From an optimization exercise on the open Yosys and OpenROAD flow, aimed at small area; shortcuts taken in it are not production practice. Function was checked by simulation only, so behaviour that the tests miss may differ from the original. No activity file was given, so power comes from the tool's default toggle rates.

File: design.v
module ipc_chan (
    input             clk,
    input             rst,
    input             flush,
    input      [3:0]  offer,       
    input      [1:0]  kind0,
    input             db,          
    input      [31:0] val,
    input             pop,
    input             sel,         
    output     [33:0] head,        
    output reg [3:0]  count
);
    localparam CAP = 8;
    reg [2:0] rd_ptr;
    wire [3:0] acc_th = offer & {count < 4'd5, count < 4'd6, count < 4'd7, count < 4'd8};
    wire [2:0] accept = {2'd0, acc_th[0]} + {2'd0, acc_th[1]} + {2'd0, acc_th[2]} + {2'd0, acc_th[3]};
    wire [2:0] tail   = rd_ptr + count[2:0];
    wire [7:0] t_oh   = 8'd1 << tail;
    wire [33:0] rd_term [0:CAP-1];
    genvar e;
    generate
        for (e = 0; e < CAP; e = e + 1) begin : g_ent
            reg  [1:0]  kind;
            reg  [31:0] v;
            wire k0 = t_oh[e];
            wire k1 = t_oh[(e + 7) % 8];
            wire k2 = t_oh[(e + 6) % 8];
            wire k3 = t_oh[(e + 5) % 8];
            wire we = (k0 && acc_th[0]) || (k1 && acc_th[1]) ||
                      (k2 && acc_th[2]) || (k3 && acc_th[3]);
            always @(posedge clk) begin
                if (we) begin
                    kind <= k0 ? kind0 : 2'b00;
                    v    <= {val[31:4], k0 ? val[3:2] : {k1, db}, val[1:0]};
                end
            end
            wire hsel = sel && (rd_ptr == e[2:0]);
            assign rd_term[e] = {34{hsel}} & {kind, v};
        end
    endgenerate
    assign head = rd_term[0] | rd_term[1] | rd_term[2] | rd_term[3] |
                  rd_term[4] | rd_term[5] | rd_term[6] | rd_term[7];
    always @(posedge clk) begin
        if (rst || flush) begin
            rd_ptr <= 3'd0;
            count  <= 4'd0;
        end else if (pop && count != 0) begin
            rd_ptr <= rd_ptr + 3'd1;
            count  <= count - 4'd1;
        end else begin
            count  <= count + accept;
        end
    end
endmodule
module ipc_doorbell (
    input             clk,
    input             rst,
    input             op_valid,
    input      [31:0] op_td,
    input      [63:0] op_wdata,
    output reg        rd_valid,
    output     [63:0] rd_data,
    output reg        diag_width,
    output reg        diag_range,
    output            host_irq,
    output            dsp_irq_ipc,
    output     [3:0]  dsp_irq_lvl,
    output     [3:0]  h2d_count,
    output     [3:0]  d2h_count,
    output reg        h2d_open,
    output reg        d2h_open
);
    wire [3:0]  port = op_td[31:28];
    wire [3:0]  opc  = op_td[27:24];
    wire [3:0]  f_a  = op_td[23:20];    
    wire [3:0]  f_b  = op_td[19:16];    
    wire [15:0] off  = op_td[15:0];
    wire        is_mmio  = op_valid && (port == 4'd0 || port == 4'd1) &&
                           (opc == 4'd0 || opc == 4'd1);
    wire        side     = port[0];
    wire        blk1     = (f_b == 4'd1);
    wire        has_view = (f_b == 4'd0) || (blk1 && side);
    wire        w4       = (f_a == 4'd4);
    wire        w8       = (f_a == 4'd8);
    wire [3:0]  wi       = off[5:2];
    wire        hi_zero  = (off[15:6] == 10'd0);    
    wire bad_w  = !(w4 || w8) || (off[1:0] != 2'd0) ||
                  (w8 && has_view && hi_zero && (blk1 || wi <= 4'd9));
    wire bad_r  = !has_view || !hi_zero || (w8 && (wi == 4'd15));
    wire acc_ok = is_mmio && !bad_w && !bad_r;
    wire rd_ok  = acc_ok && (opc == 4'd0);
    wire wr_ok  = acc_ok && (opc == 4'd1);
    wire wr0    = wr_ok && !blk1;           
    wire wr1    = wr_ok && blk1;            
    wire [31:0] lo = op_wdata[31:0];
    wire [31:0] hi = op_wdata[63:32];
    wire is_chan   = op_valid && (port == 4'd3);
    wire ch_dsp    = (f_a == 4'd0);    
    wire ch_host   = (f_a == 4'd1);    
    wire deliver   = is_chan && (opc == 4'd0);
    wire close_op  = is_chan && (opc == 4'd1);
    wire open_op   = is_chan && (opc == 4'd2);
    wire is_rst_op = op_valid && (port == 4'd4) && (opc == 4'd0);
    wire rst_h0    = is_rst_op && (f_a == 4'd0) && (f_b == 4'd0);
    wire rst_d0    = is_rst_op && (f_a == 4'd1) && (f_b == 4'd0);
    wire rst_d1    = is_rst_op && (f_a == 4'd1) && (f_b == 4'd1);
    wire is_src    = op_valid && (port == 4'd2) && (opc == 4'd0 || opc == 4'd1);
    wire src_set   = (opc == 4'd0);
    wire        cmd_wr = wr0 && w4 && (wi == 4'd0 || wi == 4'd4);
    wire        csr_wr = wr0 && w4 && (wi == 4'd8);
    wire [3:0]  tx_th  = {cmd_wr && lo[0] && lo[1], cmd_wr && (lo[0] || lo[1]),
                          cmd_wr, cmd_wr || csr_wr};
    wire [33:0] h2d_head, d2h_head;
    wire [1:0]  kind0 = csr_wr ? 2'b11 : wi[2] ? 2'b10 : 2'b01;
    ipc_chan u_h2d (
        .clk    (clk),
        .rst    (rst),
        .flush  (close_op && ch_dsp),
        .offer  ((!side && h2d_open) ? tx_th : 4'd0),
        .kind0  (kind0),
        .db     (wi[2]),
        .val    (lo),
        .pop    (deliver && ch_dsp),
        .sel    (deliver && ch_dsp && !rst),
        .head   (h2d_head),
        .count  (h2d_count)
    );
    ipc_chan u_d2h (
        .clk    (clk),
        .rst    (rst),
        .flush  (close_op && ch_host),
        .offer  ((side && d2h_open) ? tx_th : 4'd0),
        .kind0  (kind0),
        .db     (wi[2]),
        .val    (lo),
        .pop    (deliver && ch_host),
        .sel    (deliver && ch_host && !rst),
        .head   (d2h_head),
        .count  (d2h_count)
    );
    always @(posedge clk) begin
        if (rst) begin
            h2d_open <= 1'b1;
            d2h_open <= 1'b1;
        end else begin
            if (close_op && ch_dsp)  h2d_open <= 1'b0;
            if (open_op  && ch_dsp)  h2d_open <= 1'b1;
            if (close_op && ch_host) d2h_open <= 1'b0;
            if (open_op  && ch_host) d2h_open <= 1'b1;
        end
    end
    wire        dlv_side = ch_dsp;
    wire        dlv      = deliver && (ch_dsp ? (h2d_count != 4'd0) :
                                      ch_host ? (d2h_count != 4'd0) : 1'b0);
    wire [33:0] dlv_msg  = h2d_head | d2h_head;
    wire [1:0]  dlv_kind = dlv_msg[33:32];
    wire [31:0] dlv_val  = dlv_msg[31:0];
    wire        dlv_sts  = (dlv_kind == 2'd0) && dlv_val[3];
    wire        dlv_echo = dlv && ((dlv_kind != 2'd0) || dlv_val[3]);
    wire        dlv_irq  = dlv && (dlv_kind == 2'd0) && !dlv_val[3];
    wire [31:0] view [0:31];
    wire zero_any = rst || rst_h0 || rst_d0;
    wire sts_wi   = (wi == 4'd1) || (wi == 4'd5);
    wire        use_w = !zero_any && !deliver;
    wire [31:0] be = dlv_val | ({32{use_w}} & ((w8 && wi[0]) ? hi : lo));
    wire [31:0] bo = dlv_val | ({32{use_w && !sts_wi}} & ((w8 && !wi[0]) ? hi : lo));
    genvar gs, gi;
    generate
        for (gs = 0; gs < 2; gs = gs + 1) begin : g_side
            wire zero_s = rst || (gs == 0 ? rst_h0 : rst_d0);
            wire own    = wr0 && (side == gs);
            for (gi = 0; gi < 16; gi = gi + 1) begin : g_word
                wire        hit_lo = own && (wi == gi);
                wire        hit_hi = (gi >= 11) && own && w8 && (wi == gi - 1);
                wire        hit_ec = dlv_echo && (dlv_side == gs) && (
                                     (gi == 0 && dlv_kind == 2'd1) ||
                                     (gi == 4 && dlv_kind == 2'd2) ||
                                     (gi == 1 && dlv_sts && !dlv_val[2]) ||
                                     (gi == 5 && dlv_sts &&  dlv_val[2]) ||
                                     (gi == 8 && dlv_kind == 2'd3));
                if (gi == 1 || gi == 5) begin : g_sts
                    reg  [1:0] w;
                    wire hit_cmd = own && w4 && (wi == gi - 1);
                    wire [1:0] en = {2{zero_s || hit_ec || hit_cmd}} |
                                    ({2{hit_lo}} & lo[1:0]);
                    always @(posedge clk) begin
                        if (en[0]) w[0] <= bo[0];
                        if (en[1]) w[1] <= bo[1];
                    end
                    assign view[gs*16 + gi] = {30'd0, w};
                end else if (gi == 9) begin : g_evt
                    assign view[gs*16 + gi] = 32'd0;
                end else begin : g_plain
                    reg  [31:0] w;
                    wire en = zero_s || hit_lo || hit_hi || hit_ec;
                    always @(posedge clk)
                        if (en) w <= (gi % 2) ? bo : be;
                    assign view[gs*16 + gi] = w;
                end
            end
        end
    endgenerate
    wire [1:0] sts_sel = side ? (wi[2] ? view[21][1:0] : view[17][1:0]) :
                                (wi[2] ? view[5][1:0]  : view[1][1:0]);
    reg  [3:0] pend;
    wire [3:0] cons;    
    assign cons[0] = (view[1][1:0]  & ~view[2][1:0])  != 2'd0;
    assign cons[1] = (view[17][1:0] & ~view[18][1:0]) != 2'd0;
    assign cons[2] = (view[5][1:0]  & ~view[6][1:0])  != 2'd0;
    assign cons[3] = (view[21][1:0] & ~view[22][1:0]) != 2'd0;
    wire mclr  = wr0 && w4 && (wi == 4'd2 || wi == 4'd6) && ((sts_sel & ~lo[1:0]) == 2'd0);
    reg [3:0] pend_n;
    integer db, ps;
    always @* begin
        pend_n = pend;
        for (db = 0; db < 2; db = db + 1) begin
            for (ps = 0; ps < 2; ps = ps + 1) begin
                if (dlv_irq && dlv_side == ps && cons[db*2 + ps])
                    pend_n[db*2 + ps] = 1'b1;
                if (mclr && side == ps && wi[2] == db)
                    pend_n[db*2 + ps] = 1'b0;
                if ((ps == 0 && rst_h0) || (ps == 1 && rst_d0))
                    pend_n[db*2 + ps] = 1'b0;
            end
        end
    end
    always @(posedge clk) begin
        if (rst) pend <= 4'd0;
        else     pend <= pend_n;
    end
    reg [3:0] rawb;    
    always @(posedge clk) begin
        if (rst || rst_d1) begin
            rawb <= 4'd0;
        end else if (is_src) begin
            case (off)
                16'd0: rawb[0] <= src_set;
                16'd1: rawb[1] <= src_set;
                16'd2: rawb[2] <= src_set;
                16'd3: rawb[3] <= src_set;
                default: ;
            endcase
        end
    end
    wire [31:0] raw_w [0:3];
    assign raw_w[0] = {30'd0, rawb[1], rawb[0]};
    assign raw_w[1] = {27'd0, rawb[2], 4'd0};
    assign raw_w[2] = 32'd0;
    assign raw_w[3] = {rawb[3], 31'd0};
    wire [31:0] mask_w [0:3];
    wire        mzero = rst || rst_d1;
    genvar gl;
    generate
        for (gl = 0; gl < 4; gl = gl + 1) begin : g_lvl
            reg  [31:0] m;
            wire mhit = wr1 && (wi[3:2] == gl);
            wire mset = mhit && (wi[1:0] == 2'd1);
            wire mclr_l = mhit && (wi[1:0] == 2'd2);
            wire [31:0] en = {32{mzero}} | ({32{mset || mclr_l}} & lo);
            wire        d  = !mzero && mset;
            integer b;
            always @(posedge clk)
                for (b = 0; b < 32; b = b + 1)
                    if (en[b]) m[b] <= d;
            assign mask_w[gl] = m;
        end
    endgenerate
    assign host_irq       = pend[0] | pend[2];
    assign dsp_irq_ipc    = pend[1] | pend[3];
    assign dsp_irq_lvl[0] = (rawb[0] & ~mask_w[0][0]) | (rawb[1] & ~mask_w[0][1]);
    assign dsp_irq_lvl[1] = rawb[2] & ~mask_w[1][4];
    assign dsp_irq_lvl[2] = 1'b0;
    assign dsp_irq_lvl[3] = rawb[3] & ~mask_w[3][31];
    reg       rq_ipc, rq_irq, rq_hi, rq_side;
    reg [3:0] rq_wi;
    always @(posedge clk) begin
        if (rst) begin
            rd_valid   <= 1'b0;
            diag_width <= 1'b0;
            diag_range <= 1'b0;
            rq_ipc     <= 1'b0;
            rq_irq     <= 1'b0;
            rq_hi      <= 1'b0;
        end else begin
            rd_valid   <= is_mmio && (opc == 4'd0);
            diag_width <= is_mmio && bad_w;
            diag_range <= is_mmio && !bad_w && bad_r;
            rq_ipc     <= rd_ok && !blk1;
            rq_irq     <= rd_ok && blk1;
            rq_hi      <= rd_ok && w8;
        end
        rq_side <= side;
        rq_wi   <= wi;
    end
    wire [2:0] e_idx  = rq_wi[3:1] + {2'd0, rq_wi[0]};
    wire       lo_odd = rq_ipc && rq_wi[0];
    wire       lo_evn = (rq_ipc && !rq_wi[0]) || rq_irq;
    wire       hi_odd = rq_hi && !rq_wi[0];
    wire       hi_evn = rq_hi && rq_wi[0];
    wire       e_on   = rq_ipc || rq_hi;
    reg [31:0] ev, od;
    integer j;
    always @* begin
        ev = 32'd0;
        od = 32'd0;
        for (j = 0; j < 8; j = j + 1) begin
            ev = ev | ({32{e_on && e_idx == j && !rq_side}} & view[2*j]);
            ev = ev | ({32{e_on && e_idx == j &&  rq_side}} & view[16 + 2*j]);
            od = od | ({32{rq_wi[3:1] == j && !rq_side}} & view[2*j + 1]);
            od = od | ({32{rq_wi[3:1] == j &&  rq_side}} & view[16 + 2*j + 1]);
        end
        for (j = 0; j < 4; j = j + 1) begin
            if (rq_irq && rq_wi[3:2] == j) begin
                case (rq_wi[1:0])
                    2'd0:    ev = ev | raw_w[j];
                    2'd3:    ev = ev | (raw_w[j] & ~mask_w[j]);
                    default: ev = ev | mask_w[j];
                endcase
            end
        end
    end
    wire [31:0] lo_acc = ({32{lo_evn}} & ev) | ({32{lo_odd}} & od);
    wire [31:0] hi_acc = ({32{hi_evn}} & ev) | ({32{hi_odd}} & od);
    assign rd_data = {hi_acc, lo_acc};
endmodule
File: flow/run.sh
#!/bin/bash
# Own layout flow: the standard synthesis, then the combinational logic is
# mapped again with several area-oriented ABC scripts (registers untouched);
# the smallest mapping that a combinational equivalence check (every
# flip-flop cut into ports) proves equal to the standard netlist is laid out
# with the standard flow. Each tool's full output goes to a log file of
# its own in this folder.
set -euo pipefail
W=$(pwd)
F=$W/flow
Y=$FLOW_HOME/../tools/install/yosys/bin
LIB=$FLOW_HOME/platforms/sky130hd/lib/sky130_fd_sc_hd__tt_025C_1v80.lib
R=$W/orfs/results/sky130hd/ipc_doorbell/base

# 1. Standard synthesis (unchanged).
bash standard.sh synth > $W/synth_standard.log 2>&1
cp $R/1_2_yosys.v $W/synth_standard.v

# 2. Remap the combinational logic; flip-flop instances stay as they are.
python3 $F/libfunc.py $LIB $W/dont_use.txt > $W/cells.v
PRE="strash;dc2;resub -K 8;refactor -z;rewrite -z;dc2"
declare -A SCR
SCR[a]="$PRE;dch -f;amap -m -F 5;topo"
SCR[b]="$PRE;dch -f;amap -m -F 5;topo;strash;dch -f;amap -m -F 5;topo"
SCR[c]="$PRE;resub -K 12;dc2;dch -f;amap -m -F 5;topo"
SCR[d]="$PRE;resub -K 12;dc2;resub -K 12 -N 2;dc2;dch -f;amap -m -F 5;topo"
SCR[e]="$PRE;resub -K 16;dc2;dch -f;amap -m -F 5;topo"
SCR[f]="strash;dc2;resub -K 6;rewrite -z;resub -K 8;refactor -z;resub -K 10;rewrite -z;resub -K 12;dc2;dch -f;amap -m -F 5;topo"
SCR[g]="$PRE;resub -K 12;dc2;dch -f;amap -m -F 10;topo"
SCR[h]="$PRE;resub -K 12;dc2;dch -f;amap -m -F 5 -A 5;topo"
for k in "${!SCR[@]}"; do
  echo "${SCR[$k]}" | tr ';' '\n' > $W/remap_$k.abc
  cat > $W/remap_$k.ys <<EOY
read_verilog $W/cells.v
read_verilog $W/synth_standard.v
hierarchy -top $FLOW_TOP
flatten
rename -hide w:*.*
read_liberty -lib -overwrite $LIB
techmap
opt -fast
setundef -zero
abc -D 10000 -liberty $LIB $(cat $W/dont_use.txt) -script $W/remap_$k.abc
opt_clean -purge
hilomap -singleton -hicell sky130_fd_sc_hd__conb_1 HI -locell sky130_fd_sc_hd__conb_1 LO
insbuf -buf sky130_fd_sc_hd__buf_4 A X
splitnets
opt_clean -purge
check -assert -mapped
tee -o $W/remap_$k.stat stat -liberty $LIB
write_verilog -noattr -nohex -nodec $W/synth_remap_$k.v
EOY
  ( $Y/yosys -s $W/remap_$k.ys > $W/remap_$k.log 2>&1 || rm -f $W/synth_remap_$k.v ) &
done
wait

# 3. Candidates by area; the first one proven equivalent is used.
python3 $F/cut.py $W/synth_standard.v $W/cec_gold.v
$Y/yosys -p "read_verilog $W/cells.v; read_verilog $W/cec_gold.v; hierarchy -top $FLOW_TOP; flatten; techmap; opt -fast; aigmap; write_aiger -zinit $W/cec_gold.aig" > $W/cec_gold.log 2>&1
: > $W/remap_areas.txt
for k in "${!SCR[@]}"; do
  if [[ -f $W/synth_remap_$k.v ]] && ! grep -q "lpflow\|probe" $W/synth_remap_$k.v; then
    echo "$(awk '/Chip area/ {print $NF}' $W/remap_$k.stat) $k" >> $W/remap_areas.txt
  fi
done
sort -g -o $W/remap_areas.txt $W/remap_areas.txt
echo "standard netlist kept" > $W/remap_used.txt
while read -r area k; do
  python3 $F/cut.py $W/synth_remap_$k.v $W/cec_$k.v
  $Y/yosys -p "read_verilog $W/cells.v; read_verilog $W/cec_$k.v; hierarchy -top $FLOW_TOP; flatten; techmap; opt -fast; aigmap; write_aiger -zinit $W/cec_$k.aig" > $W/cec_$k.log 2>&1 || continue
  $Y/yosys-abc -c "cec $W/cec_gold.aig $W/cec_$k.aig" > $W/cec_${k}_abc.log 2>&1 || true
  if grep -q "Networks are equivalent" $W/cec_${k}_abc.log; then
    cp $W/synth_remap_$k.v $R/1_2_yosys.v
    echo "remap $k ($area um2) used" > $W/remap_used.txt
    break
  fi
done < $W/remap_areas.txt

# 4. Layout: the standard flow from the netlist on.
bash standard.sh \
  "BUFFER_PORTS_ARGS=-buffer_cell sky130_fd_sc_hd__buf_1" \
  "CTS_ARGS=-sink_clustering_enable -repair_clock_nets -sink_clustering_size 28 -sink_clustering_max_diameter 70 -buf_list sky130_fd_sc_hd__clkbuf_16 -dont_use_dummy_load" \
  finish > $W/layout.log 2>&1
File: flow/cut.py
#!/usr/bin/env python3
"""Turn every flip-flop instance of a flat ORFS netlist into ports: Q becomes an input
<inst>__Q, every other pin but CLK an output <inst>__<pin>. Usage: cut.py in.v out.v"""
import re, sys
s = open(sys.argv[1]).read()
m = re.search(r'module\s+(\w+)\s*\((.*?)\);', s, re.S)
newports, decls, assigns = [], [], []
def san(n): return re.sub(r'[^A-Za-z0-9_]', '_', n)
def repl(mm):
    cell, inst, body = mm.group(1), mm.group(2), mm.group(3)
    pins = dict(re.findall(r'\.(\w+)\s*\(\s*([^()]*?)\s*\)', body))
    base = 'ff_' + san(inst)
    for p, net in pins.items():
        if p == 'CLK': continue
        if p in ('Q', 'Q_N'):
            newports.append(f'{base}__{p}'); decls.append(f'  input {base}__{p};')
            assigns.append(f'  assign {net} = {base}__{p} ;')
        else:
            newports.append(f'{base}__{p}'); decls.append(f'  output {base}__{p};')
            assigns.append(f'  assign {base}__{p} = {net} ;')
    return ''
s = re.sub(r'(sky130_fd_sc_hd__(?:e?dfx\w+|df\w+))\s+(\\\S+|\w+)\s*\((.*?)\);', repl, s, flags=re.S)
newports.sort(); decls.sort()
head = s[:m.end()]
head = head[:-2] + ', ' + ', '.join(newports) + ');'
s = head + '\n' + '\n'.join(decls) + s[m.end():]
s = s.replace('endmodule', '\n'.join(assigns) + '\nendmodule', 1)
open(sys.argv[2], 'w').write(s)
File: flow/libfunc.py
#!/usr/bin/env python3
"""Write Verilog models of a liberty's combinational cells (functions as assigns) and
blackbox stubs of every other cell; with DONTUSE, also write there the yosys abc -dont_use
arguments for the low-power and probe cells, which the platform marks don't-use.
Usage: libfunc.py LIB [DONTUSE] > cells.v"""
import re, sys
t = open(sys.argv[1]).read()

def cells(text):
    i = 0
    for m in re.finditer(r'\n\s*cell\s*\(\s*"?([\w]+)"?\s*\)\s*\{', text):
        start = m.end()
        depth = 1; j = start
        while depth:
            c = text[j]
            if c == '{': depth += 1
            elif c == '}': depth -= 1
            j += 1
        yield m.group(1), text[start:j-1]

def pins(body):
    out = []
    for m in re.finditer(r'\bpin\s*\(\s*"?(\w+)"?\s*\)\s*\{', body):
        start = m.end(); depth = 1; j = start
        while depth:
            c = body[j]
            if c == '{': depth += 1
            elif c == '}': depth -= 1
            j += 1
        pb = body[start:j-1]
        d = re.search(r'direction\s*:\s*"?(\w+)"?', pb)
        f = re.search(r'\bfunction\s*:\s*"([^"]*)"', pb)
        out.append((m.group(1), d.group(1) if d else None, f.group(1) if f else None))
    return out

def conv(f):
    f = f.strip()
    # postfix ' -> prefix !
    while "'" in f:
        f = re.sub(r"(\w+|\([^()]*\))'", r"(!\1)", f, count=1)
    f = f.replace('*', '&').replace('+', '|')
    # implicit AND (space between operands)
    f = re.sub(r'(\w|\))\s+(?=[\w!(])', r'\1 & ', f)
    return f

dont = []
for name, body in cells(t):
    if 'lpflow' in name or 'probe' in name: dont.append(name)
    ps = []
    for p in pins(body):
        if p[0] not in [q[0] for q in ps]: ps.append(p)
    ins = [p for p in ps if p[1] == 'input']
    outs = [p for p in ps if p[1] == 'output']
    seq = re.search(r'\b(ff|latch|statetable)\s*\(', body) is not None or 'three_state' in body or 'test_cell' in body
    comb = outs and not seq and all(o[2] for o in outs)
    ports = [p[0] for p in ins] + [p[0] for p in outs]
    print(f"(* blackbox *)" if not comb else "", end="")
    print(f"module {name}({', '.join(ports)});")
    for p in ins: print(f"  input {p[0]};")
    for p in outs: print(f"  output {p[0]};")
    for p in ps:
        if p[1] == 'inout': pass
    if comb:
        for o in outs: print(f"  assign {o[0]} = {conv(o[2])};")
    print("endmodule")

if len(sys.argv) > 2:
    open(sys.argv[2], 'w').write(' '.join('-dont_use ' + n for n in dont) + '\n')
File: standard.sh
#!/bin/bash
# synth_recipe.tcl (not shown) runs the flow's synth.tcl, then flattens the netlist and writes it again
# the make line also repeats each setting of config.mk as NAME=value (left out here)
make -C /OpenROAD-flow-scripts/flow DESIGN_CONFIG=/design/flow/config.mk WORK_HOME=/design/flow/orfs CLKGATE_MAP_FILE= SYNTH_SCRIPT=/design/flow/synth_recipe.tcl "${@:-finish}"
File: config.mk
export PLATFORM = sky130hd
export DESIGN_NAME = ipc_doorbell
export DESIGN_NICKNAME = ipc_doorbell
export VERILOG_FILES = /design/flow/design.v
export SDC_FILE = /design/flow/constraint.sdc
export NUM_CORES = 8
export LEC_CHECK = 0
export ABC_AREA = 1
export CAP_MARGIN = 20
export CORE_MARGIN = 2
export CORE_UTILIZATION = 50
export CTS_BUF_LIST = sky130_fd_sc_hd__clkbuf_16
export CTS_CLUSTER_DIAMETER = 70
export CTS_CLUSTER_SIZE = 28
export PLACE_DENSITY = 0.6
export SLEW_MARGIN = 20
File: constraint.sdc
create_clock -name core_clock -period 10.0 [get_ports {clk}]
set_input_delay 2.0000 -clock core_clock [delete_from_list [all_inputs] [get_ports {clk}]]
set_output_delay 2.0000 -clock core_clock [all_outputs]
set_load 0.01 [all_outputs]
==> impl_metrics.py, run 1 <==
metrics = {
    "outcome": {
        "status": "complete, no violations",
    },
    "die": {
        "num_rows": 124,
        "die_area_sq_mm": 0.119,
        "ios": 182,
        "die_w_microns": 344,
        "fp.coreArea_sq_mm": 0.115,
        "die_h_microns": 344,
        "start_util": 0.505,
    },
    "layout": {
        "design_area_sq_mm": 0.0651,
        "multi_input_area_sq_mm": 0.0122,
        "regArea_sq_mm": 0.0461,
        "syn_to_final_growth_pct": 12.5,
        "final_cells": 5367,
        "finalNetCount": 3952,
        "fillers": 8925,
        "layout-drive-gt1-share": 0.105,
    },
    "sta": {
        "fin_ws_ps": 2510,
        "slew_headroom": 0.181,
        "final_max_slew_viol_count": 0,
        "max_freq_mhz": 133,
        "grt_setup_unrepaired": "no",
        "finalCritPeriodShare": 0.749,
        "skew_ps": 83.4,
        "hold_violations": 0,
        "fin_tns_setup_ps": 0,
        "worst_pin_slew_ps": 1200,
        "setup_viol": 0,
        "whs_ps": 510,
        "finalCriticalPeriod_ps": 7490,
    },
    "synthesis": {
        "synth_area_sq_mm": 0.0579,
        "syn_inst": 3397,
        "synth_area_per_cell_sq_um": 17.0,
        "yosys_warnings": 2,
        "synth_fp_nets": 3496,
    },
    "drt": {
        "m1WireLength_microns": 72900,
        "avgViaCountPerCell": 7.12,
        "top_layer": "met5",
        "dr_wl_met2_microns": 91100,
        "wl_met3_microns": 26500,
        "via_count": 38200,
        "routedWlPerCell_microns": 37.3,
        "dr.pass1.iters": 8,
        "drc": 0,
        "ant_nets": 0,
        "drt_wl_total_microns": 200000,
        "dr.first_iter.drc_count": 7291,
    },
    "global_route": {
        "grt_pass1_wl_microns": 277000,
        "grt_max_degree": 99,
        "track_usage": 0.336,
        "grt-ovfl-total": 0,
        "grt_pass1_vias": 35900,
        "antenna_found_initial": 9,
    },
    "clocking": {
        "clkLatencyLatePin_ps": 710,
        "numCtsBuffers": 81,
        "cts_tree": "yes",
        "clock-sinks": 1547,
        "cts.htree.levels": 3,
        "post_cts_buffers": 0,
        "root_buffer": "clkbuf_16",
        "ctsResizeCount": 0,
        "hold_buffers": 0,
        "path_clk_slew_ps": 80,
        "clockBufferDepth": 3,
    },
    "setup_path": {
        "reg2reg_from": "u_d2h.rd_ptr[1]$_SDFFE_PP0P_",
        "start_kind": "input port",
        "arrival_ps": 7820,
        "reg2reg_to": "u_d2h.g_ent[1].v[9]$_DFFE_PP_",
        "cp_max_fo": 22,
        "worst_path_most_repeated_cell": "clkinv_1",
        "cp_top_family": "buffers and inverters",
        "critPathRequiredTime_ps": 10330,
        "worst_path_max_delay_cell": "nor3_1",
        "path_cells": "buf_1, clkinv_1, nand2_1, nor3_1, a41oi_4, buf_4, clkinv_1, nor3_1, clkinv_1, buf_4, o21ai_1",
        "rr_worst_depth": 12,
        "worst_path_largest_cell_delay_ps": 1010,
        "endpoint_kind": "register",
        "r2r_slack_ps": 5360,
        "critical_path_class": "input port to register",
        "critPathBufInv": 6,
    },
    "placed_design": {
        "placed_cell_area_sq_mm": 0.0629,
        "gp_congestion": 0.990,
        "dp_hpwl_microns": 120000,
        "dp_cells": 5278,
        "io_buffers": 180,
        "dp_slack_ps": 2330,
    },
    "min_path": {
        "min_delay_path_depth": 2,
        "worstHoldStart": "rawb[2]$_SDFFE_PP0P_",
        "hold-path-endpoint": "rawb[2]$_SDFFE_PP0P_",
        "hold_path_class": "register to register",
    },
    "power": {
        "p_switching_w": 0.00243,
        "clkPwrFrac": 0.296,
        "intPower_w": 0.00901,
        "seqPwrFrac": 0.660,
        "p_leak_nw": 20.0,
        "comb_power_share": 0.044,
        "ir_drop_uv": 138,
        "switching_share": 0.212,
        "power_density_mw_per_mm2": 176,
    },
    "flow_run": {
        "cap_viol_max_count": 0,
    },
}
worst max-delay path by stage:
stage | start | end | slack (ps) | cells past startpoint
global route | rq_wi[1]$_DFF_P_ | rd_data[32] | 2350 | 12
finish | op_td[28] | g_side[0].g_word[0].genblk1.g_plain.w[10]$_DFFE_PP_ | 2510 | 11
CTS | rq_wi[1]$_DFF_P_ | rd_data[32] | 2810 | 12
floorplan | op_valid | g_side[0].g_word[0].genblk1.g_plain.w[0]$_DFFE_PP_ | 1190 | 12
detailed placement | op_td[28] | g_side[1].g_word[10].genblk1.g_plain.w[28]$_DFFE_PP_ | 2330 | 11
global placement | op_td[28] | g_side[1].g_word[6].genblk1.g_plain.w[0]$_DFFE_PP_ | 2240 | 11
registers in the layout, summed over array words and instances (netlist names), 3 cells and up:
register	cells
g_side.g_word.genblk1.g_plain.w	832
rawb	4
g_lvl.m	128
u_d2h.g_ent.v	256
u_d2h.g_ent.kind	16
u_d2h.rd_ptr	3
u_h2d.count	4
g_side.g_word.g_sts.w	8
u_h2d.g_ent.v	256
rq_wi	4
pend	4
u_d2h.count	4
u_h2d.rd_ptr	3
u_h2d.g_ent.kind	16
layout by cell type (no fill, tap or decap), types with 10 or more instances in the layout:
| cell type | n |
|---|---|
| edfxtp_1 | 1512 |
| a222oi_1 | 309 |
| a22oi_1 | 230 |
| o21ai_0 | 195 |
| buf_4 | 187 |
| buf_1 | 177 |
| nand2_1 | 170 |
| nor2_1 | 152 |
| clkinv_1 | 150 |
| o22ai_1 | 121 |
| clkbuf_16 | 81 |
| nand4_1 | 52 |
| nand3_1 | 39 |
| dfxtp_1 | 35 |
| o21ai_1 | 26 |
| nor3_1 | 25 |
| a221oi_1 | 25 |
| a21oi_1 | 25 |
| a22o_1 | 24 |
| and4_1 | 23 |
| nor2_4 | 22 |
| nor3_2 | 22 |
| o21ai_4 | 21 |
| o221ai_4 | 18 |
| a211oi_1 | 16 |
| or2_0 | 15 |
| o21ai_2 | 15 |
| or3_1 | 12 |
| a2111oi_0 | 10 |
worst reg2reg max path, stage by stage (launching register included):
cell and delay, ps:
dfxtp_1 620, clkinv_1 500, o22ai_1 320, clkinv_1 150
nand2_1 90, o21ai_0 100, a21oi_1 330, clkinv_1 200
nor2_1 280, clkinv_1 470, o221ai_4 730, buf_16 250
buf_4 300
per-layer routing:
| metal | vias to the layer above | global-route usage |
|---|---|---|
| li1 | 15500 | - |
| met3 | 407 | 0.0827 |
| met2 | 2856 | 0.518 |
| met4 | 8 | 0.136 |
| met5 | - | 0.0104 |
| met1 | 19400 | 0.461 |
metrics by stage:
| stage | util | power (W) |
|---|---|---|
| 2_1_floorplan | - | 0.00787 |
| 3_3_place_gp | 0.548 | 0.00816 |
| 3_5_place_dp | 0.549 | 0.00818 |
| 4_1_cts | 0.567 | 0.0114 |
| 5_1_grt | 0.568 | 0.0117 |
| 6_report | 0.568 | 0.0114 |
final cells by class:
| cell class | count | area share |
|---|---|---|
| flip-flops and latches | 1547 | 0.708 |
| multi-input cells | 1696 | 0.188 |
| clock buffers | 81 | 0.0311 |
| inverters | 152 | 0.00876 |
| well taps | 1512 | 0.0291 |
| repair buffers | 375 | 0.0349 |
| diodes | 4 | 0.000154 |
power by group through the flow:
stage	clock (W)	sequential [W]	combinational (W)
5_1_grt	0.00360	0.00757	0.000521
3_3_place_gp	0	0.00768	0.000479
6_report	0.00339	0.00755	0.000502
3_5_place_dp	0	0.00769	0.000488
4_1_cts	0.00340	0.00755	0.000488
2_1_floorplan	0	0.00767	0.000194
==> inputs of run 2 (changes only) <==
--- a/flow/run.sh
+++ b/flow/run.sh
@@ -81,3 +81,3 @@
   "BUFFER_PORTS_ARGS=-buffer_cell sky130_fd_sc_hd__buf_1" \
-  "CTS_ARGS=-sink_clustering_enable -repair_clock_nets -sink_clustering_size 28 -sink_clustering_max_diameter 70 -buf_list sky130_fd_sc_hd__clkbuf_16 -dont_use_dummy_load" \
+  "CTS_ARGS=-sink_clustering_enable -repair_clock_nets -sink_clustering_size 28 -sink_clustering_max_diameter 90 -buf_list sky130_fd_sc_hd__clkbuf_16 -dont_use_dummy_load" \
   finish > $W/layout.log 2>&1
--- a/config.mk
+++ b/config.mk
@@ -12,3 +12,3 @@
 export CTS_BUF_LIST = sky130_fd_sc_hd__clkbuf_16
-export CTS_CLUSTER_DIAMETER = 70
+export CTS_CLUSTER_DIAMETER = 90
 export CTS_CLUSTER_SIZE = 28
==> impl_metrics.py, run 2 <==
metrics = {
    "die": {
        "die_w_microns": 344,
        "die_area_sq_mm": 0.119,
        "ios": 182,
        "num_rows": 124,
        "die_h_microns": 344,
        "fp.coreArea_sq_mm": 0.115,
        "start_util": 0.505,
    },
    "sta": {
        "fin_tns_setup_ps": 0,
        "final_max_slew_viol_count": 0,
        "setup_viol": 0,
        "worst_pin_slew_ps": 1230,
        "finalCritPeriodShare": 0.740,
        "finalCriticalPeriod_ps": 7400,
        "skew_ps": 66.5,
        "hold_violations": 0,
        "max_freq_mhz": 135,
        "grt_setup_unrepaired": "no",
        "slew_headroom": 0.161,
    },
    "clocking": {
        "clkLatencyLatePin_ps": 690,
        "clock-sinks": 1547,
        "numCtsBuffers": 66,
        "cts_tree": "yes",
        "path_clk_slew_ps": 100,
        "root_buffer": "clkbuf_16",
        "post_cts_buffers": 0,
        "ctsResizeCount": 0,
        "cts.htree.levels": 3,
        "clockBufferDepth": 3,
        "hold_buffers": 0,
    },
    "drt": {
        "dr.first_iter.drc_count": 7247,
        "avgViaCountPerCell": 7.11,
        "ant_nets": 0,
        "routedWlPerCell_microns": 37.4,
        "dr.pass1.iters": 9,
        "via_count": 38000,
        "drt_wl_total_microns": 200000,
        "drc": 0,
    },
    "setup_path": {
        "critPathBufInv": 6,
        "cp_max_fo": 22,
        "worst_path_most_repeated_cell": "clkinv_1",
        "critical_path_class": "input port to register",
        "worst_path_max_delay_cell": "nor3_1",
        "endpoint_kind": "register",
        "cp_top_family": "buffers and inverters",
        "critPathRequiredTime_ps": 10340,
        "worst_path_largest_cell_delay_ps": 1000,
        "arrival_ps": 7740,
        "start_kind": "input port",
        "path_cells": "buf_1, clkinv_1, nand2_1, nor3_1, a41oi_4, buf_4, clkinv_1, nor3_1, clkinv_1, buf_4, o21ai_1",
    },
    "power": {
        "seqPwrFrac": 0.677,
        "comb_power_share": 0.045,
        "switching_share": 0.215,
        "power_density_mw_per_mm2": 172,
        "p_leak_nw": 19.8,
        "ir_drop_uv": 110,
        "p_switching_w": 0.00239,
        "intPower_w": 0.00876,
        "clkPwrFrac": 0.278,
    },
    "min_path": {
        "hold_path_class": "register to register",
    },
    "placed_design": {
        "dp_cells": 5278,
        "io_buffers": 180,
        "dp_hpwl_microns": 120000,
        "gp_congestion": 0.990,
    },
    "global_route": {
        "grt-ovfl-total": 0,
        "grt_max_degree": 99,
        "antenna_found_initial": 8,
        "track_usage": 0.336,
        "grt_pass1_vias": 35700,
        "grt_pass1_wl_microns": 278000,
    },
    "layout": {
        "syn_to_final_growth_pct": 11.8,
        "final_cell_mix": "edfxtp_1 (1512), a222oi_1 (309), a22oi_1 (230)",
        "finalNetCount": 3937,
        "largest_register_ffs": 832,
        "reg_top3": "g_side.g_word.genblk1.g_plain.w (832), u_d2h.g_ent.v (256), u_h2d.g_ent.v (256)",
        "top_register": "g_side.g_word.genblk1.g_plain.w",
        "layout-drive-gt1-share": 0.101,
        "final_cells": 5351,
        "final_common_cell": "edfxtp_1",
        "fillers": 8941,
    },
    "synthesis": {
        "synth_area_sq_mm": 0.0579,
        "synth_area_per_cell_sq_um": 17.0,
        "synth_fp_nets": 3496,
        "syn_inst": 3397,
        "yosys_warnings": 2,
    },
    "flow_run": {
        "cap_viol_max_count": 0,
    },
    "outcome": {
        "status": "complete, no violations",
    },
}
-- run 2: final timing paths --
kind / start / end / slack (ps) / cells past startpoint
worst min-delay path: rawb[2]$_SDFFE_PP0P_ / rawb[2]$_SDFFE_PP0P_ / 510 / 2
worst max register to register: u_d2h.rd_ptr[1]$_SDFFE_PP0P_ / u_d2h.g_ent[1].kind[0]$_SDFFCE_PN0P_ / 5330 / 12
worst max-delay path: op_td[28] / g_side[1].g_word[10].genblk1.g_plain.w[10]$_DFFE_PP_ / 2600 / 11
worst min register to register: rawb[2]$_SDFFE_PP0P_ / rawb[2]$_SDFFE_PP0P_ / 510 / 2
-- run 2: power groups by stage --
stage	Combinational [W]	Sequential (W)	Clock, W
2_1_floorplan	0.000194	0.00767	0
3_3_place_gp	0.000479	0.00768	0
3_5_place_dp	0.000488	0.00769	0
4_1_cts	0.000488	0.00755	0.00312
5_1_grt	0.000522	0.00757	0.00330
6_report	0.000501	0.00755	0.00310
-- run 2: final cells by class --
type                    instances  area (sq um)  share of cell area
well taps                    1512          1890              0.0292
multi-input cells            1696         12200               0.189
repair buffers                375          2270              0.0351
diodes                          3          7.51            0.000116
clock buffers                  66          1650              0.0255
flip-flops and latches       1547         46100               0.712
inverters                     152           571             0.00881
-- run 2: layer usage --
layer	track usage	routed length (microns)	up-vias
li1	-	-	15500
met1	0.456	72100	19300
met2	0.518	90900	2865
met3	0.0930	27700	394
met4	0.131	9360	2
met5	0	12	-
-- run 2: worst min-delay path: cells and delay by family, from the launching register on --
family	cells	cell delay, ps
DFF	1	330
and+or+nand+nor	1	100
AOI/OAI and AO/OA	1	50
-- run 2: per-stage QoR --
| stage | worst slack, ps | hold WS (ps) | cell area, sq um | power (W) | util |
|---|---|---|---|---|---|
| after floorplan | 1190 | 475 | 57900 | 0.00787 | - |
| after global placement | 2240 | 493 | 62800 | 0.00816 | 0.548 |
| after detailed placement | 2330 | 494 | 62900 | 0.00818 | 0.549 |
| after CTS | 2830 | 508 | 64600 | 0.0112 | 0.563 |
| after global routing | 2380 | 559 | 64700 | 0.0114 | 0.565 |
| final | 2600 | 511 | 64700 | 0.0112 | 0.565 |
==> inputs of run 3 (changes only) <==
--- a/flow/run.sh
+++ b/flow/run.sh
@@ -19,3 +19,3 @@
 # 2. Remap the combinational logic; flip-flop instances stay as they are.
-python3 $F/libfunc.py $LIB $W/dont_use.txt > $W/cells.v
+python3 $F/libfunc.py $LIB $W/dont_use.txt $W/dont_use_layout.txt > $W/cells.v
 PRE="strash;dc2;resub -K 8;refactor -z;rewrite -z;dc2"
@@ -80,4 +80,5 @@
 bash standard.sh \
+  "DONT_USE_CELLS=$(cat $W/dont_use_layout.txt)" \
   "BUFFER_PORTS_ARGS=-buffer_cell sky130_fd_sc_hd__buf_1" \
-  "CTS_ARGS=-sink_clustering_enable -repair_clock_nets -sink_clustering_size 28 -sink_clustering_max_diameter 90 -buf_list sky130_fd_sc_hd__clkbuf_16 -dont_use_dummy_load" \
+  "CTS_ARGS=-sink_clustering_enable -repair_clock_nets -sink_clustering_size 24 -sink_clustering_max_diameter 80 -buf_list sky130_fd_sc_hd__clkbuf_16 -dont_use_dummy_load" \
   finish > $W/layout.log 2>&1
--- a/flow/libfunc.py
+++ b/flow/libfunc.py
@@ -3,4 +3,7 @@
 blackbox stubs of every other cell; with DONTUSE, also write there the yosys abc -dont_use
-arguments for the low-power and probe cells, which the platform marks don't-use.
-Usage: libfunc.py LIB [DONTUSE] > cells.v"""
+arguments for the low-power and probe cells, which the platform marks don't-use; with
+SIZED, also write there those cells and the logic cells of drive 2 and up (not buffers
+or inverters), a don't-use list that leaves the layout's repair buffers to fix slew and
+load instead of upsized logic cells.
+Usage: libfunc.py LIB [DONTUSE [SIZED]] > cells.v"""
 import re, sys
@@ -68 +71,12 @@
     open(sys.argv[2], 'w').write(' '.join('-dont_use ' + n for n in dont) + '\n')
+
+if len(sys.argv) > 3:
+    keep = ('buf_', 'clkbuf', 'inv_', 'clkinv', 'bufinv', 'dly', 'clkdly', 'df', 'edf', 'sdf',
+            'dl', 'sedf', 'conb', 'fill', 'tap', 'decap', 'diode', 'lpflow', 'probe')
+    sized = []
+    for name, body in cells(t):
+        b = name[len('sky130_fd_sc_hd__'):]
+        m = re.match(r'(.*)_(\d+)$', b)
+        if m and m.group(2) not in ('0', '1') and not b.startswith(keep):
+            sized.append(name)
+    open(sys.argv[3], 'w').write(' '.join(dont + sized) + '\n')
--- a/config.mk
+++ b/config.mk
@@ -12,4 +12,4 @@
 export CTS_BUF_LIST = sky130_fd_sc_hd__clkbuf_16
-export CTS_CLUSTER_DIAMETER = 90
-export CTS_CLUSTER_SIZE = 28
+export CTS_CLUSTER_DIAMETER = 80
+export CTS_CLUSTER_SIZE = 24
 export PLACE_DENSITY = 0.6
==> impl_metrics.py, run 3 <==
metrics = {
    "layout": {
        "multi_input_area_sq_mm": 0.0112,
        "syn_to_final_growth_pct": 9.92,
        "final_common_cell": "edfxtp_1",
        "fin_util": 0.555,
        "finalNetCount": 3974,
        "regArea_sq_mm": 0.0461,
        "reg_top3": "g_side.g_word.genblk1.g_plain.w (832), u_d2h.g_ent.v (256), u_h2d.g_ent.v (256)",
        "fillers": 9120,
        "layout-drive-gt1-share": 0.0782,
        "top_register": "g_side.g_word.genblk1.g_plain.w",
        "final_cell_mix": "edfxtp_1 (1512), a222oi_1 (309), a22oi_1 (230)",
        "largest_register_ffs": 832,
    },
    "global_route": {
        "antenna_found_initial": 14,
        "grt-ovfl-total": 0,
        "grt_pass1_vias": 35800,
        "grt_pass1_wl_microns": 273000,
        "grt_max_degree": 93,
        "track_usage": 0.331,
    },
    "drt": {
        "ant_nets": 0,
        "dr.first_iter.drc_count": 6858,
        "avgViaCountPerCell": 7.05,
        "routedWlPerCell_microns": 36.7,
        "dr.pass1.iters": 9,
        "drc": 0,
        "via_count": 38000,
        "drt_wl_total_microns": 197000,
    },
    "clocking": {
        "clockBufferDepth": 3,
        "root_buffer": "clkbuf_16",
        "path_clk_slew_ps": 90,
        "ctsResizeCount": 0,
        "post_cts_buffers": 0,
        "hold_buffers": 0,
        "numCtsBuffers": 75,
        "clkLatencyLatePin_ps": 690,
        "cts.htree.levels": 3,
        "clock-sinks": 1547,
        "cts_tree": "yes",
    },
    "die": {
        "ios": 182,
        "fp.coreArea_sq_mm": 0.115,
        "start_util": 0.505,
        "num_rows": 124,
        "die_w_microns": 344,
        "die_h_microns": 344,
        "die_area_sq_mm": 0.119,
    },
    "synthesis": {
        "syn_inst": 3397,
        "synth_fp_nets": 3496,
        "synth_area_per_cell_sq_um": 17.0,
        "yosys_warnings": 2,
        "synth_area_sq_mm": 0.0579,
    },
    "power": {
        "p_leak_nw": 19.8,
        "report.power.total_w": 0.0113,
        "ir_drop_uv": 120,
        "power_density_mw_per_mm2": 177,
    },
    "setup_path": {
        "critical_path_class": "register to output pin",
        "rr_worst_depth": 11,
        "endpoint_kind": "output pin",
        "reg2reg_from": "u_d2h.count[1]$_SDFF_PP0_",
        "start_kind": "register",
        "r2r_slack_ps": 5300,
        "critPathRequiredTime_ps": 8000,
        "reg2reg_to": "u_d2h.g_ent[4].v[1]$_DFFE_PP_",
        "arrival_ps": 5350,
        "critPathLaunch": "rq_wi[1]$_DFF_P_",
        "cp_max_fo": 17,
    },
    "sta": {
        "finalCriticalPeriod_ps": 7350,
        "skew_ps": 64.5,
        "hold_violations": 0,
        "max_freq_mhz": 136,
        "setup_viol": 0,
        "fin_tns_setup_ps": 0,
        "grt_setup_unrepaired": "no",
        "finalCritPeriodShare": 0.735,
        "worst_pin_slew_ps": 1300,
        "slew_headroom": 0.125,
        "final_max_slew_viol_count": 0,
    },
    "min_path": {
        "worstHoldStart": "rawb[3]$_SDFFE_PP0P_",
        "min_delay_path_depth": 2,
        "hold-path-endpoint": "rawb[3]$_SDFFE_PP0P_",
        "hold_path_class": "register to register",
    },
    "placed_design": {
        "io_buffers": 180,
        "gp_congestion": 0.929,
        "dp_hpwl_microns": 114000,
    },
    "outcome": {
        "status": "complete, no violations",
    },
    "flow_run": {
        "cap_viol_max_count": 0,
    },
}
-- run 3: worst max path at each step --
| stage | endpoint | slack, ps | cells after the start |
|---|---|---|---|
| after detailed placement | u_d2h.g_ent[4].v[30]$_DFFE_PP_ | 2670 | 15 |
| after CTS | rd_data[52] | 2760 | 11 |
| after global routing | rd_data[55] | 2410 | 11 |
| after global placement | u_d2h.g_ent[4].v[30]$_DFFE_PP_ | 2890 | 14 |
| final | rd_data[55] | 2650 | 11 |
| after floorplan | g_side[0].g_word[0].genblk1.g_plain.w[0]$_DFFE_PP_ | 1190 | 12 |
-- run 3: worst max-delay path, cell delays in order (launching register included) --
cell,delay [ps]
dfxtp_1,620
nand2_1,160
o21ai_0,300
clkinv_1,380
nand2_1,200
clkinv_1,500
buf_2,530
a222oi_1,340
nand4_1,220
nor4bb_1,1040
o22ai_1,200
buf_1,170
-- run 3: through the flow --
step / instances / hold slack, ps / setup WS, ps / area (sq um)
after detailed placement: 5296 / 498 / 2670 / 61700
after global placement: 5290 / 491 / 2890 / 61600
final: 5386 / 511 / 2650 / 63600
after floorplan: 3397 / 475 / 1190 / 57900
after CTS: 5371 / 511 / 2760 / 63500
after global routing: 5386 / 526 / 2410 / 63600
-- run 3: per-layer routing --
metal / share of wire / track usage
met4: 0.049 / 0.137
met5: 0.00054 / 0
met1: 0.37 / 0.454
met3: 0.13 / 0.0817
met2: 0.45 / 0.509
-- run 3: final cells by class --
type                       count  share of cell area
sequential                  1547               0.725
tap                         1512              0.0297
clock buffer                  75              0.0295
inverter                     152             0.00897
timing repair buffer         403              0.0310
antenna                        1           0.0000393
multi-input combinational   1696               0.176
-- run 3: report_power, final --
group	internal (W)	total, W	switching [W]
clock network	0.00135	0.00327	0.00192
logic	0.0000887	0.000467	0.000378
registers	0.00746	0.00754	0.0000869
==> inputs of run 4 (changes only) <==
--- a/flow/run.sh
+++ b/flow/run.sh
@@ -82,3 +82,3 @@
   "BUFFER_PORTS_ARGS=-buffer_cell sky130_fd_sc_hd__buf_1" \
-  "CTS_ARGS=-sink_clustering_enable -repair_clock_nets -sink_clustering_size 24 -sink_clustering_max_diameter 80 -buf_list sky130_fd_sc_hd__clkbuf_16 -dont_use_dummy_load" \
+  "CTS_ARGS=-sink_clustering_enable -repair_clock_nets -sink_clustering_size 26 -sink_clustering_max_diameter 80 -buf_list sky130_fd_sc_hd__clkbuf_16 -dont_use_dummy_load" \
   finish > $W/layout.log 2>&1
--- a/config.mk
+++ b/config.mk
@@ -13,3 +13,3 @@
 export CTS_CLUSTER_DIAMETER = 80
-export CTS_CLUSTER_SIZE = 24
+export CTS_CLUSTER_SIZE = 26
 export PLACE_DENSITY = 0.6
==> impl_metrics.py, run 4 <==
metrics = {
    "min_path": {
        "worstHoldStart": "rawb[3]$_SDFFE_PP0P_",
        "hold-path-endpoint": "rawb[3]$_SDFFE_PP0P_",
        "min_delay_path_depth": 2,
        "hold_path_class": "register to register",
    },
    "setup_path": {
        "r2r_slack_ps": 5310,
        "critical_path_class": "register to output pin",
        "worst_path_max_delay_cell": "nor4bb_1",
        "worst_path_largest_cell_delay_ps": 910,
        "arrival_ps": 5380,
        "reg2reg_from": "u_d2h.count[1]$_SDFF_PP0_",
        "cp_max_fo": 17,
        "reg2reg_to": "u_d2h.g_ent[4].v[4]$_DFFE_PP_",
        "endpoint_kind": "output pin",
        "path_cells": "nand2_1, o21ai_0, clkinv_1, nand2_1, clkinv_1, buf_2, a222oi_1, o2111ai_1, nor4bb_1, o22ai_1, buf_1",
        "rr_worst_depth": 11,
        "start_kind": "register",
        "critPathRequiredTime_ps": 8000,
    },
    "outcome": {
        "status": "complete, no violations",
    },
    "clocking": {
        "clock-sinks": 1547,
        "cts.htree.levels": 3,
        "clkLatencyLatePin_ps": 690,
        "cts_tree": "yes",
        "path_clk_slew_ps": 100,
        "ctsResizeCount": 0,
        "post_cts_buffers": 0,
        "hold_buffers": 0,
        "root_buffer": "clkbuf_16",
        "clockBufferDepth": 3,
        "numCtsBuffers": 71,
    },
    "synthesis": {
        "synth_area_per_cell_sq_um": 17.0,
        "synth_area_sq_mm": 0.0579,
        "syn_inst": 3397,
        "yosys_warnings": 2,
        "synth_fp_nets": 3496,
    },
    "layout": {
        "syn_to_final_growth_pct": 9.76,
        "top_register": "g_side.g_word.genblk1.g_plain.w",
        "finalNetCount": 3971,
        "design_area_sq_mm": 0.0635,
        "reg_top3": "g_side.g_word.genblk1.g_plain.w (832), u_d2h.g_ent.v (256), u_h2d.g_ent.v (256)",
        "largest_register_ffs": 832,
        "final_common_cell": "edfxtp_1",
        "layout-drive-gt1-share": 0.0775,
        "final_cell_mix": "edfxtp_1 (1512), a222oi_1 (309), a22oi_1 (230)",
        "fin_util": 0.554,
    },
    "placed_design": {
        "gp_congestion": 0.929,
        "io_buffers": 180,
        "placed_cell_area_sq_mm": 0.0617,
        "dp_hpwl_microns": 114000,
    },
    "sta": {
        "slew_headroom": 0.159,
        "skew_ps": 59.9,
        "finalCriticalPeriod_ps": 7380,
        "hold_violations": 0,
        "worst_pin_slew_ps": 1250,
        "fin_tns_setup_ps": 0,
        "setup_viol": 0,
        "finalCritPeriodShare": 0.738,
        "final_max_slew_viol_count": 0,
        "grt_setup_unrepaired": "no",
        "max_freq_mhz": 135,
    },
    "die": {
        "ios": 182,
        "die_w_microns": 344,
        "die_area_sq_mm": 0.119,
        "num_rows": 124,
        "start_util": 0.505,
        "die_h_microns": 344,
        "fp.coreArea_sq_mm": 0.115,
    },
    "drt": {
        "routedWlPerCell_microns": 36.6,
        "drc": 0,
        "dr.pass1.iters": 7,
        "ant_nets": 0,
        "via_count": 38000,
        "drt_wl_total_microns": 197000,
        "avgViaCountPerCell": 7.05,
        "dr.first_iter.drc_count": 6653,
    },
    "power": {
        "p_leak_nw": 19.8,
        "power_density_mw_per_mm2": 176,
        "report.power.total_w": 0.0112,
        "ir_drop_uv": 138,
    },
    "global_route": {
        "grt_pass1_wl_microns": 273000,
        "grt_pass1_vias": 35800,
        "antenna_found_initial": 12,
        "grt_max_degree": 93,
        "track_usage": 0.331,
        "grt-ovfl-total": 0,
    },
    "flow_run": {
        "cap_viol_max_count": 0,
    },
}
## run 4: how the worst max path moves through the flow
| stage | cells after the start | from | slack [ps] | to |
|---|---|---|---|---|
| 3_3_place_gp | 14 | op_td[20] | 2890 | u_d2h.g_ent[4].v[30]$_DFFE_PP_ |
| 4_1_cts | 11 | rq_wi[1]$_DFF_P_ | 2750 | rd_data[52] |
| 3_5_place_dp | 15 | op_td[17] | 2670 | u_d2h.g_ent[4].v[30]$_DFFE_PP_ |
| 2_1_floorplan | 12 | op_valid | 1190 | g_side[0].g_word[0].genblk1.g_plain.w[0]$_DFFE_PP_ |
| 6_report | 11 | rq_wi[1]$_DFF_P_ | 2620 | rd_data[52] |
| 5_1_grt | 11 | rq_wi[1]$_DFF_P_ | 2390 | rd_data[55] |
## run 4: worst max-delay path, delay by kind of cell (launching register included)
family | cells | cell delay (ps)
buffers and inverters | 4 | 1590
and+or+nand+nor | 3 | 1270
AOI/OAI and AO/OA | 4 | 1200
DFF | 1 | 640
## run 4: final cells by class
class / count / area (sq um)
Multi-Input combinational cell: 1696 / 11200
Antenna cell: 3 / 7.51
Timing Repair Buffer: 404 / 1980
Tap cell: 1512 / 1890
Sequential cell: 1547 / 46100
Fill cell: 9113 / 51100
Inverter: 152 / 571
Clock buffer: 71 / 1780
## run 4: report_power, final
part	switching (W)	total, W	internal (W)
sequential	0.0000868	0.00754	0.00746
combinational	0.000378	0.000467	0.0000891
clock	0.00190	0.00318	0.00128
## run 4: layer usage
metal  share of wire  global-route usage  vias to the layer above
li1                -                   -                    15500
met1            0.37               0.455                    19200
met2            0.45               0.507                     2811
met3            0.13              0.0830                      444
met4           0.051               0.138                       12
met5         0.00040                   0                        -
## run 4: through the flow
stage	worst slack (ps)	cells	hold slack [ps]
floorplan	1190	3397	475
global placement	2890	5290	491
detailed placement	2670	5296	498
CTS	2750	5367	511
global route	2390	5383	526
finish	2620	5385	511
==> inputs of run 5 (changes only) <==
--- a/config.mk
+++ b/config.mk
@@ -10,3 +10,3 @@
 export CORE_MARGIN = 2
-export CORE_UTILIZATION = 50
+export CORE_UTILIZATION = 65
 export CTS_BUF_LIST = sky130_fd_sc_hd__clkbuf_16
@@ -14,3 +14,3 @@
 export CTS_CLUSTER_SIZE = 26
-export PLACE_DENSITY = 0.6
+export PLACE_DENSITY = 0.85
 export SLEW_MARGIN = 20
==> impl_metrics.py, run 5 <==
metrics = {
    "sta": {
        "hold_violations": 0,
        "skew_ps": 53.9,
        "finalCritPeriodShare": 0.732,
        "grt_setup_unrepaired": "no",
        "setup_viol": 0,
        "finalCriticalPeriod_ps": 7320,
        "fin_tns_setup_ps": 0,
        "worst_pin_slew_ps": 1260,
        "slew_headroom": 0.159,
        "final_max_slew_viol_count": 0,
        "whs_ps": 543,
        "max_freq_mhz": 137,
    },
    "power": {
        "p_leak_nw": 19.6,
        "ir_drop_uv": 223,
        "power_density_mw_per_mm2": 177,
    },
    "die": {
        "start_util": 0.655,
        "fp.coreArea_sq_mm": 0.0884,
        "num_rows": 109,
        "die_w_microns": 302,
        "die_area_sq_mm": 0.0915,
        "ios": 182,
        "die_h_microns": 302,
    },
    "setup_path": {
        "path_cells": "nand2_1, o21ai_0, o21ai_0, or2_0, or2_0, nor2_1, buf_2, a222oi_1, nand4_1, and4b_1, o22ai_1, buf_1",
        "arrival_ps": 5320,
        "worst_path_max_delay_cell": "nor2_1",
        "worst_path_largest_cell_delay_ps": 940,
        "start_kind": "register",
        "cp_max_fo": 19,
        "endpoint_kind": "output pin",
        "critical_path_class": "register to output pin",
        "critPathRequiredTime_ps": 8000,
    },
    "clocking": {
        "clockBufferDepth": 3,
        "clkLatencyLatePin_ps": 680,
        "hold_buffers": 0,
        "post_cts_buffers": 0,
        "cts_tree": "yes",
        "cts.htree.levels": 3,
        "path_clk_slew_ps": 100,
        "root_buffer": "clkbuf_16",
        "numCtsBuffers": 69,
        "ctsResizeCount": 0,
        "clock-sinks": 1547,
    },
    "global_route": {
        "track_usage": 0.408,
        "antenna_found_initial": 9,
        "grt_pass1_wl_microns": 262000,
        "grt_max_degree": 69,
        "grt_pass1_vias": 38400,
        "grt-ovfl-total": 0,
    },
    "synthesis": {
        "synth_fp_nets": 3496,
        "synth_area_per_cell_sq_um": 17.0,
        "yosys_warnings": 2,
        "syn_inst": 3397,
        "synth_area_sq_mm": 0.0579,
    },
    "drt": {
        "drc": 0,
        "via_count": 39700,
        "dr.pass1.iters": 11,
        "dr.first_iter.drc_count": 9388,
        "avgViaCountPerCell": 7.90,
        "ant_nets": 0,
        "routedWlPerCell_microns": 37.2,
        "drt_wl_total_microns": 187000,
    },
    "layout": {
        "design_area_sq_mm": 0.0630,
        "reg_top3": "g_side.g_word.genblk1.g_plain.w (832), u_d2h.g_ent.v (256), u_h2d.g_ent.v (256)",
        "layout-drive-gt1-share": 0.0734,
        "fin_util": 0.712,
        "top_register": "g_side.g_word.genblk1.g_plain.w",
        "syn_to_final_growth_pct": 8.76,
        "finalNetCount": 3956,
        "largest_register_ffs": 832,
        "final_common_cell": "edfxtp_1",
        "final_cell_mix": "edfxtp_1 (1512), a222oi_1 (309), a22oi_1 (230)",
    },
    "placed_design": {
        "gp_congestion": 0.984,
        "dp_hpwl_microns": 108000,
        "io_buffers": 180,
        "placed_cell_area_sq_mm": 0.0611,
    },
    "min_path": {
        "hold_path_class": "register to register",
    },
    "flow_run": {
        "cap_viol_max_count": 0,
    },
    "outcome": {
        "status": "complete, no violations",
    },
}
==> run 5: final cells by class <==
type | count | area [sq um]
multi-input cells | 1696 | 11200
inverters | 152 | 571
fillers | 5221 | 25400
repair buffers | 391 | 1870
well taps | 1165 | 1460
clock buffers | 69 | 1730
flip-flops and latches | 1547 | 46100
diodes | 7 | 17.5
==> run 5: worst max-delay path: cells and delay by family, from the launching register on <==
family / cells / cell delay (ps)
AOI/OAI and AO/OA: 4 / 1000
and+or+nand+nor: 6 / 2160
DFF: 1 / 630
buffers and inverters: 2 / 890
==> run 5: where the power goes <==
group          total, W  switching, W  internal, W  leakage [nW]
registers       0.00757      0.000110      0.00746          14.5
logic          0.000469      0.000380    0.0000884          4.31
clock network   0.00309       0.00185      0.00125         0.850
==> run 5: worst paths after layout <==
| path | endpoint | startpoint | slack [ps] | cells past startpoint |
|---|---|---|---|---|
| worst max-delay path | rd_data[45] | rq_wi[1]$_DFF_P_ | 2680 | 12 |
| worst min-delay path | u_d2h.rd_ptr[2]$_SDFFE_PP0P_ | u_d2h.rd_ptr[2]$_SDFFE_PP0P_ | 540 | 1 |
| worst max register to register | g_side[0].g_word[7].genblk1.g_plain.w[5]$_DFFE_PP_ | u_d2h.rd_ptr[1]$_SDFFE_PP0P_ | 5690 | 7 |
| worst min register to register | u_d2h.rd_ptr[2]$_SDFFE_PP0P_ | u_d2h.rd_ptr[2]$_SDFFE_PP0P_ | 540 | 1 |
==> run 5: per-layer routing <==
layer	GRT usage	part of all wire	vias up
li1	-	-	15500
met1	0.503	0.29	18700
met2	0.606	0.43	4531
met3	0.155	0.19	1011
met4	0.271	0.086	14
met5	0.0129	0.0012	-
==> run 5: through the flow <==
stage,cells,worst slack [ps],total power (W)
after floorplan,3397,1190,0.00787
after CTS,5004,3020,0.0110
final,5027,2680,0.0111
after global routing,5021,2660,0.0113
after global placement,4935,2950,0.00809
after detailed placement,4935,2770,0.00814
==> inputs of run 6 (changes only) <==
--- a/config.mk
+++ b/config.mk
@@ -10,3 +10,3 @@
 export CORE_MARGIN = 2
-export CORE_UTILIZATION = 65
+export CORE_UTILIZATION = 55
 export CTS_BUF_LIST = sky130_fd_sc_hd__clkbuf_16
@@ -14,3 +14,3 @@
 export CTS_CLUSTER_SIZE = 26
-export PLACE_DENSITY = 0.85
+export PLACE_DENSITY = 0.72
 export SLEW_MARGIN = 20
==> impl_metrics.py, run 6 <==
metrics = {
    "setup_path": {
        "critPathRequiredTime_ps": 8000,
        "endpoint_kind": "output pin",
        "worst_path_max_delay_cell": "nor4bb_1",
        "path_cells": "nand2_1, o21ai_0, clkinv_1, nand2_1, clkinv_1, buf_2, a222oi_1, o2111ai_1, nor4bb_1, o22ai_1, buf_1",
        "critical_path_class": "register to output pin",
        "cp_max_fo": 20,
        "start_kind": "register",
        "arrival_ps": 5370,
        "worst_path_largest_cell_delay_ps": 810,
    },
    "outcome": {
        "status": "complete, no violations",
    },
    "clocking": {
        "numCtsBuffers": 70,
        "post_cts_buffers": 0,
        "clockBufferDepth": 3,
        "clkLatencyLatePin_ps": 680,
        "path_clk_slew_ps": 110,
        "ctsResizeCount": 0,
        "root_buffer": "clkbuf_16",
        "cts.htree.levels": 3,
        "cts_tree": "yes",
        "clock-sinks": 1547,
        "hold_buffers": 0,
    },
    "global_route": {
        "antenna_found_initial": 6,
        "grt_max_degree": 74,
        "grt_pass1_wl_microns": 262000,
        "grt_pass1_vias": 36300,
        "track_usage": 0.344,
        "grt-ovfl-total": 0,
    },
    "sta": {
        "finalCriticalPeriod_ps": 7370,
        "worst_pin_slew_ps": 1260,
        "slew_headroom": 0.162,
        "grt_setup_unrepaired": "no",
        "skew_ps": 57.9,
        "fin_tns_setup_ps": 0,
        "setup_viol": 0,
        "final_max_slew_viol_count": 0,
        "hold_violations": 0,
        "max_freq_mhz": 136,
        "finalCritPeriodShare": 0.737,
    },
    "power": {
        "p_leak_nw": 19.6,
        "clkPwrFrac": 0.280,
        "comb_power_share": 0.041,
        "ir_drop_uv": 134,
        "p_switching_w": 0.00232,
        "power_density_mw_per_mm2": 176,
        "intPower_w": 0.00881,
        "switching_share": 0.208,
        "seqPwrFrac": 0.679,
    },
    "drt": {
        "routedWlPerCell_microns": 35.7,
        "drt_wl_total_microns": 188000,
        "avgViaCountPerCell": 7.30,
        "dr.pass1.iters": 10,
        "ant_nets": 0,
        "dr.first_iter.drc_count": 8287,
        "drc": 0,
        "via_count": 38400,
    },
    "layout": {
        "regArea_sq_mm": 0.0461,
        "syn_to_final_growth_pct": 9.31,
        "fin_util": 0.604,
        "multi_input_area_sq_mm": 0.0112,
        "reg_top3": "g_side.g_word.genblk1.g_plain.w (832), u_d2h.g_ent.v (256), u_h2d.g_ent.v (256)",
        "largest_register_ffs": 832,
        "top_register": "g_side.g_word.genblk1.g_plain.w",
        "final_common_cell": "edfxtp_1",
        "fillers": 7666,
        "finalNetCount": 3954,
        "final_cell_mix": "edfxtp_1 (1512), a222oi_1 (309), a22oi_1 (230)",
        "layout-drive-gt1-share": 0.0729,
    },
    "flow_run": {
        "cap_viol_max_count": 0,
    },
    "synthesis": {
        "yosys_warnings": 2,
        "synth_fp_nets": 3496,
        "synth_area_per_cell_sq_um": 17.0,
        "syn_inst": 3397,
        "synth_area_sq_mm": 0.0579,
    },
    "die": {
        "die_h_microns": 328,
        "num_rows": 119,
        "start_util": 0.552,
        "fp.coreArea_sq_mm": 0.105,
        "ios": 182,
        "die_w_microns": 328,
        "die_area_sq_mm": 0.108,
    },
    "placed_design": {
        "gp_congestion": 0.972,
        "io_buffers": 180,
        "dp_hpwl_microns": 109000,
    },
    "min_path": {
        "hold_path_class": "register to register",
    },
}
==> run 6: metrics by stage <==
| step | setup slack, ps | hold WS [ps] | cells | total power [W] | area, sq um |
|---|---|---|---|---|---|
| 3_5_place_dp | 2490 | 515 | 5165 | 0.00814 | 61400 |
| 6_report | 2630 | 535 | 5252 | 0.0111 | 63300 |
| 2_1_floorplan | 1190 | 475 | 3397 | 0.00787 | 57900 |
| 4_1_cts | 2710 | 529 | 5235 | 0.0111 | 63200 |
| 3_3_place_gp | 2760 | 492 | 5158 | 0.00811 | 61400 |
| 5_1_grt | 2440 | 553 | 5246 | 0.0114 | 63300 |
==> run 6: layout make-up <==
class,instances,area share
antenna,8,0.000316
clock buffer,70,0.0277
inverter,152,0.00902
multi-input combinational,1696,0.177
sequential,1547,0.729
tap,1391,0.0275
timing repair buffer,388,0.0298
==> run 6: worst paths after layout <==
kind / start / to / slack, ps / depth (start not counted)
worst max register to register: u_h2d.rd_ptr[1]$_SDFFE_PP0P_ / u_h2d.g_ent[7].v[4]$_DFFE_PP_ / 5260 / 11
worst min-delay path: pend[3]$_SDFFE_PP0P_ / pend[3]$_SDFFE_PP0P_ / 540 / 1
worst max-delay path: rq_wi[1]$_DFF_P_ / rd_data[52] / 2630 / 11
worst min register to register: pend[3]$_SDFFE_PP0P_ / pend[3]$_SDFFE_PP0P_ / 540 / 1
==> run 6: power by group through the flow <==
stage	registers, W	clock network [W]	logic, W
final	0.00755	0.00311	0.000461
after global routing	0.00757	0.00331	0.000477
after CTS	0.00755	0.00310	0.000442
after detailed placement	0.00770	0	0.000442
after global placement	0.00768	0	0.000431
after floorplan	0.00767	0	0.000194
==> run 6: per-layer routing <==
metal  GRT usage  wire length, microns  up-vias
met5           0                    23        -
met1       0.466                 63100    18900
li1            -                     -    15500
met4       0.174                 10500        4
met2       0.516                 83400     3411
met3      0.0962                 30700      479
==> run 6: critical path: cells and delay by family (launching register included) <==
family / cells / cell delay, ps
AO/OA/AOI/OAI: 4 / 1230
AND/OR/NAND/NOR: 3 / 1230
buffers and inverters: 4 / 1600
flip-flops: 1 / 630

[re-timing with driven ports]
In the flow no input, the clock included, has a driving cell. The finished layouts below were timed again as built, in two steps.
Step 1: set_driving_cell puts a clkbuf_16 on clk and a buf_2 on each other input, an assumption about the parent block.
Step 2 adds t to the input delays and takes it off the output delays; t is the mean of the earliest and latest rising clock arrival at the registers after step 1. Input paths then give back, and output paths get back, about the clock's delay inside the block.
Slacks: no drivers / after step 1 / after step 2; pairs: no drivers / after step 1.
run	t (ns)	setup slack, ns	slew at the worst register clock pin (ns)
run 1	0.748	2.506 / 2.555 / 1.806	0.11 / 0.11
run 2	0.724	2.605 / 2.647 / 1.923	0.12 / 0.12
run 3	0.728	2.650 / 2.580 / 2.400	0.11 / 0.11
run 4	0.734	2.616 / 2.545 / 2.382	0.12 / 0.12
run 5	0.722	2.679 / 2.607 / 2.349	0.10 / 0.10
run 6	0.728	2.629 / 2.553 / 2.173	0.11 / 0.11
After both steps every run listed still meets setup and hold. The setup slack of run 1, which loses most, moves by +0.049 ns with the drivers and by -0.700 ns with both steps.
